From an optimization exercise on the open Yosys and OpenROAD flow, aimed at small area; shortcuts taken in it are not production practice.
The RTL was checked by simulation tests, not by an equivalence proof against the original design.
Power and IR drop assume default switching activity.

## rf433_core
module rf433_core (
    input  wire         clk,
    input  wire         rst,           
    input  wire         cmd_valid,
    output wire         cmd_ready,
    input  wire [71:0]  cmd_data,
    output wire         rec_valid,
    input  wire         rec_ready,
    output wire [199:0] rec_data,
    input  wire [4:0]   stat_idx,
    output reg  [63:0]  stat_data,
    output wire         fault
);
    localparam [3:0] OP_SETRATE  = 4'h1;
    localparam [3:0] OP_SETASIZE = 4'h2;
    localparam [3:0] OP_START    = 4'h3;
    localparam [3:0] OP_EDGE     = 4'h4;
    localparam [3:0] OP_EOS      = 4'h5;
    localparam [1:0] RS_CONFIG = 2'd0;
    localparam [1:0] RS_RUN    = 2'd1;
    localparam [1:0] RS_FAULT  = 2'd2;
    localparam [2:0] F_CONFIG  = 3'd1;
    localparam [2:0] F_ORDER   = 3'd2;
    localparam [2:0] F_LEVEL   = 3'd3;
    localparam [2:0] F_ILLEGAL = 3'd4;
    localparam [2:0] F_SEQ     = 3'd5;
    localparam [2:0] S_IDLE = 3'd0;
    localparam [2:0] S_P1   = 3'd1;
    localparam [2:0] S_P2   = 3'd2;
    localparam [2:0] S_REC  = 3'd3;
    localparam [2:0] S_WC   = 3'd4;    
    localparam [2:0] S_CPY  = 3'd5;
    reg [31:0] sample_rate;     
    reg [7:0]  address_size;
    reg [1:0]  run_state;
    reg [2:0]  fault_code;      
    reg [71:0] fault_cmd;       
    reg        seeded;
    reg [63:0] last_pos;
    reg        last_lvl;
    reg        in_frame;
    reg [4:0]  bit_count;
    reg [63:0] sync_w;
    reg [27:0] addr_buf;
    reg [4:0]  addr_len;
    reg [63:0] frame_start;     
    reg [63:0] addr_start;      
    reg [63:0] last_bit_end;    
    reg [63:0] btn_start;       
    reg [63:0] anti_start;      
    reg [4:0] ph;               
    reg [2:0] st;
    reg [6:0] pend;             
    reg       bit_val;          
    reg       m_rst;            
    wire idle   = (st == S_IDLE);
    wire in_p1  = (st == S_P1);
    wire in_p2  = (st == S_P2);
    wire in_cpy = (st == S_CPY);
    wire ph0    = (ph == 5'd0);
    wire ph31   = (ph == 5'd31);
  ...
clock: 15.0 ns
lec_check: 0
cap_margin: 20
core_margin: 2
core_utilization: 55
slew_margin: 20
standard.sh (not shown) runs the stock make flow with config.mk's settings and CLKGATE_MAP_FILE= SYNTH_SCRIPT=/design/flow/synth_recipe.tcl, a recipe that flattens the netlist after the stock synthesis.
==> flow/flow/run.sh <==
#!/bin/bash
# Own layout flow: the standard ORFS flow (standard.sh, unchanged synthesis,
# floorplan, power grid and tap cells), with two placement/CTS arguments changed:
#  - port buffers use the smallest buffer cell (every port still gets one);
#  - the clock tree uses clkbuf_8 cells in larger sink clusters, without dummy loads.
# All tool output goes to standard.log in the work folder; ORFS's own per-step
# logs stay under orfs/logs/.
set -euo pipefail
export BUFFER_PORTS_ARGS="-buffer_cell sky130_fd_sc_hd__buf_1"
export CTS_ARGS="-sink_clustering_enable -repair_clock_nets -buf_list sky130_fd_sc_hd__clkbuf_8 -sink_clustering_size 14 -sink_clustering_max_diameter 45 -dont_use_dummy_load"
bash standard.sh > standard.log 2>&1
Edit:
--- a/flow/flow/run.sh
+++ b/flow/flow/run.sh
@@ -9,3 +9,3 @@
 export BUFFER_PORTS_ARGS="-buffer_cell sky130_fd_sc_hd__buf_1"
-export CTS_ARGS="-sink_clustering_enable -repair_clock_nets -buf_list sky130_fd_sc_hd__clkbuf_8 -sink_clustering_size 14 -sink_clustering_max_diameter 45 -dont_use_dummy_load"
+export CTS_ARGS="-sink_clustering_enable -repair_clock_nets -buf_list sky130_fd_sc_hd__clkbuf_8 -sink_clustering_size 18 -sink_clustering_max_diameter 50 -dont_use_dummy_load"
 bash standard.sh > standard.log 2>&1
- CORE_UTILIZATION: 55 -> 85
Result:
- The new run ran to the end with no violations
- final cell count drops by 8.1%
- clock power drops by 14%
- hold slack is better by 4.6 ps
- utilization climbs by 31 points
- total power drops by 3.9%
- register-to-register slack is worse by 500 ps
- routed wire length climbs by about 18%
- count of clock-buffer cells in the layout drops by 23
- design area drops by 2.3%
- die area drops by about 35%
Edit:
- CORE_UTILIZATION: 85 -> 55
- synthesized area does not change
- clock-buffer cell count climbs by 7
- final cell count climbs by 8.2%
Edit:
- CORE_UTILIZATION: 55 -> 70
After rerunning: The new run passed the timing, DRC and antenna checks. Setup slack is better by 20 ps. Design area decreases by 1.1%. Count of clock-buffer cells in the layout decreases by 6. Hold slack is better by 8.9 ps. Final cell count decreases by 5.1%. Register-to-register slack is worse by 340 ps. Non-clock buffer count decreases by 4. Wire length decreases by 6.6%. Clock power decreases by 6.4%. Die area decreases by 21%. Total power decreases by 1.9%.
Edit:
--- a/flow/flow/run.sh
+++ b/flow/flow/run.sh
@@ -9,3 +9,3 @@
 export BUFFER_PORTS_ARGS="-buffer_cell sky130_fd_sc_hd__buf_1"
-export CTS_ARGS="-sink_clustering_enable -repair_clock_nets -buf_list sky130_fd_sc_hd__clkbuf_8 -sink_clustering_size 18 -sink_clustering_max_diameter 50 -dont_use_dummy_load"
+export CTS_ARGS="-sink_clustering_enable -repair_clock_nets -buf_list sky130_fd_sc_hd__clkbuf_16 -sink_clustering_size 30 -sink_clustering_max_diameter 60 -dont_use_dummy_load"
 bash standard.sh > standard.log 2>&1
- CORE_UTILIZATION: 70 -> 55
Outcome:
- via count falls by about 1.4%
- global-route usage came out lower by 5.8 points
- total power is higher by 8.7%
- die area climbs by 27%
- clock-buffer cell count goes down by 6
- area after synthesis stays the same
- hold slack hardly moves

## what the ideal ports hide
Ports are ideal in the flow. The routed layouts listed here were re-timed in OpenROAD.
Step 1, drivers: a clkbuf_16 drives clk and a buf_2 each remaining input, both assumed.
Step 2 moves the port delays by t, midway between the first and last clock arrival at a register: inputs arrive t later, outputs are due t later. That takes back most of the time a late clock gives input paths.
Slacks: no drivers / after step 1 / after step 2; pairs: no drivers / after step 1.
| run | t (ns) | setup WS [ns] | worst hold slack (ns) |
|---|---|---|---|
| the first run | 0.684 | 6.517 / 6.493 / 6.493 | 0.314 / 0.314 / 0.314 |
| the second run | 0.650 | 5.951 / 5.925 / 5.925 | 0.319 / 0.319 / 0.319 |
| the third run | 0.710 | 6.572 / 6.549 / 6.549 | 0.304 / 0.304 / 0.304 |
| the fourth run | 0.674 | 6.592 / 6.568 / 6.568 | 0.313 / 0.313 / 0.313 |
| the fifth run | 0.633 | 6.569 / 6.545 / 6.545 | 0.311 / 0.311 / 0.311 |
After both steps setup and hold are still met in every run listed. The setup slack of the second run, which loses most, moves by -0.026 ns with the drivers and by -0.026 ns with both steps.
